Context: an optimization exercise on an open-source flow, tuned for small area, a short achievable clock period and few clock cycles. The choices shown serve that exercise and are no tape-out recipe. In this exercise RTL edits were held to simulation tests only and were not proved equivalent to the original.

Setup of north:
==> flow/design.v (excerpt) <==
module rpy_core (
    input  wire        clk,
    input  wire        rst,
    output wire [31:0] imem_addr,
    input  wire [31:0] imem_rdata,
    output wire [31:0] dmem_addr,
    output wire [3:0]  dmem_wstrb,
    output wire [31:0] dmem_wdata,
    input  wire [31:0] dmem_rdata,
    output wire        done,
    output wire        fault,
    output wire [2:0]  fault_cause,
    output wire [31:0] fault_pc,
    output wire [31:0] fault_info,
    input  wire [4:0]  dbg_raddr,
    output wire [31:0] dbg_rdata
);
    localparam [6:0] OP_ALU  = 7'b0110011,
                     OP_ALUI = 7'b0010011,
                     OP_LOAD = 7'b0000011,
                     OP_STOR = 7'b0100011,
                     OP_BR   = 7'b1100011;
    reg        done_r, fault_r;
    wire       run = !done_r && !fault_r;
    reg [1:0]  f_code;             
    reg [31:0] f_info;
    reg [31:0] regs [1:31];
    reg [31:0] fpc;                
    reg        dv;                 
    wire [31:0] ir  = imem_rdata;
    wire [6:0]  op  = ir[6:0];
    wire [2:0]  f3  = ir[14:12];
    wire [6:0]  f7  = ir[31:25];
    wire [4:0]  rd  = ir[11:7];
    wire [4:0]  rs1 = ir[19:15];
    wire [4:0]  rs2 = ir[24:20];
    wire [31:0] imm_i = {{20{ir[31]}}, ir[31:20]};
    wire [11:0] imm_s = {ir[31:25], ir[11:7]};
    wire d_r   = (op == OP_ALU) &&
                 ((f7 == 7'b0000000) ||
                  (f7 == 7'b0100000 && (f3 == 3'b000 || f3 == 3'b101)));
    wire d_i   = (op == OP_ALUI) &&
                 ((f3 != 3'b001 && f3 != 3'b101) ||
                  (f3 == 3'b001 && f7 == 7'b0000000) ||
                  (f3 == 3'b101 && (f7 == 7'b0000000 || f7 == 7'b0100000)));
    wire d_ld  = (op == OP_LOAD) &&
                 (f3 == 3'b000 || f3 == 3'b001 || f3 == 3'b010 ||
                  f3 == 3'b100 || f3 == 3'b101);
    wire d_st  = (op == OP_STOR) && (f3 == 3'b000 || f3 == 3'b001 || f3 == 3'b010);
    wire d_br  = (op == OP_BR) && (f3 != 3'b010 && f3 != 3'b011);
  ...
Settings: LEC_CHECK=0, CAP_MARGIN=20, CORE_MARGIN=2, CORE_UTILIZATION=40, GPL_ROUTABILITY_DRIVEN=1, PLACE_DENSITY=0.55, SETUP_SLACK_MARGIN=5, SLEW_MARGIN=20, SYNTH_HIERARCHICAL=1, SYNTH_MINIMUM_KEEP_SIZE=0; clock period 12.0 ns.
run.sh (not shown) runs the stock make flow with config.mk's settings and CLKGATE_MAP_FILE= SYNTH_SCRIPT=/design/flow/synth_recipe.tcl, a recipe that flattens the netlist after the stock synthesis.
Testbench counts of north, summed over its fixed seeds: cycles 165,346.
Relative to north, the following input files were edited for south:
- swapping 0.55 for 0.45 in PLACE_DENSITY
- putting CTS_CLUSTER_SIZE at 24 where nothing was set
- putting CTS_CLUSTER_DIAMETER at 80 where nothing was set
- swapping 40 for 30 in CORE_UTILIZATION
Findings:
Global-route wire length before repair: south vs north up 25000 um. On south: half-perimeter wire length after placement is about 9% higher than what north gave. Diff north -> south: minimum clock period after layout decreased by 150 ps relative to the old numbers; area of all placed cells without fillers decreased by 0.92% relative to the old numbers; cell count shows an increase of 605. The destination of the critical timing path comes out dbg_rdata[1] in one run and dbg_rdata[17] in the other, namely in north and south respectively.

## 06-23
rpy_core, a different RTL version from the one above (not shown whole).
For scale: roughly 5600 cells after synthesis, ~270 I/O pins.
Settings: LEC_CHECK=0, CAP_MARGIN=20, CORE_MARGIN=2, CORE_UTILIZATION=30, CTS_CLUSTER_DIAMETER=80, CTS_CLUSTER_SIZE=24, GPL_ROUTABILITY_DRIVEN=1, PLACE_DENSITY=0.45, SETUP_SLACK_MARGIN=5, SLEW_MARGIN=20, SYNTH_HIERARCHICAL=1, SYNTH_MINIMUM_KEEP_SIZE=0; clock period 12.0 ns.
06-23 | stages: all done | timing, DRC, antenna: all pass
Testbench counts of 06-23, summed over its fixed seeds: cycles 165,346.
Inputs modified between 06-23 and 02-04:
==> flow/flow/run.sh (new file) <==
#!/bin/bash
set -euo pipefail
bash standard.sh \
  "BUFFER_PORTS_ARGS=-buffer_cell sky130_fd_sc_hd__buf_1" \
  "CTS_ARGS=-sink_clustering_enable -repair_clock_nets -sink_clustering_size 24 -sink_clustering_max_diameter 80 -dont_use_dummy_load" \
  finish > standard_flow.log 2>&1
==> flow/standard.sh (new file) <==
#!/bin/bash
# synth_recipe.tcl (not shown) runs the flow's synth.tcl, then flattens the netlist and writes it again
# the make line also repeats each setting of config.mk as NAME=value (left out here)
make -C /OpenROAD-flow-scripts/flow DESIGN_CONFIG=/design/flow/config.mk WORK_HOME=/design/flow/orfs CLKGATE_MAP_FILE= SYNTH_SCRIPT=/design/flow/synth_recipe.tcl "${@:-finish}"
removed: flow/run.sh
- Global-route usage over all layers for 02-04: 0.56 points down relative to 06-23
- Lower layout buffering overhead excluding clock cells was reported by 02-04, not 06-23.
- Sort 06-23 and 02-04 by area used by multi-input combinational logic, descending, and 06-23 comes first.
- 02-04 packs its core more loosely than 06-23.
- Between 06-23 and 02-04, the biggest cell delay along the critical path does not differ in any meaningful way.
- Number of global-route vias before repair: 02-04 > 06-23
- Taking 02-04 over 06-23, the final antenna diode count ratio works out to 1.3.
- The run showing the greater count of clock-buffer cells in the layout is 06-23.
- Post-route clock period utilization (lower): 02-04

[port drivers added, routing unchanged]
How much do the figures lean on ideal ports? The routed layouts below were timed once more, with nothing changed but the port constraints. Step 1 sets driving cells, clkbuf_16 on the clock port and buf_2 on the other inputs (assumed; they add their load-dependent delay and slew). Step 2, shift: input delay + t, output delay - t, t = (earliest + latest rising clock arrival at the registers) / 2. This alone moves slack from input paths to output paths. Slacks: ideal ports / drivers / drivers and shift; pairs: ideal ports / drivers.
| run | t (ns) | setup slack, ns | clock arrival spread, ns | worst register clock-pin slew, ns |
|---|---|---|---|---|
| north | 0.892 | 4.405 / 4.356 / 4.356 | 0.054 / 0.054 | 0.07 / 0.07 |
| south | 0.876 | 4.559 / 4.426 / 4.426 | 0.080 / 0.080 | 0.11 / 0.11 |
| 06-23 | 0.851 | 4.766 / 4.626 / 4.626 | 0.071 / 0.071 | 0.10 / 0.10 |
| 02-04 | 0.837 | 4.822 / 4.615 / 4.615 | 0.138 / 0.138 | 0.10 / 0.10 |
After both steps setup and hold are still met in every run listed. For 02-04, which loses most, drivers alone change the setup slack by -0.207 ns; drivers and shift together by -0.207 ns.
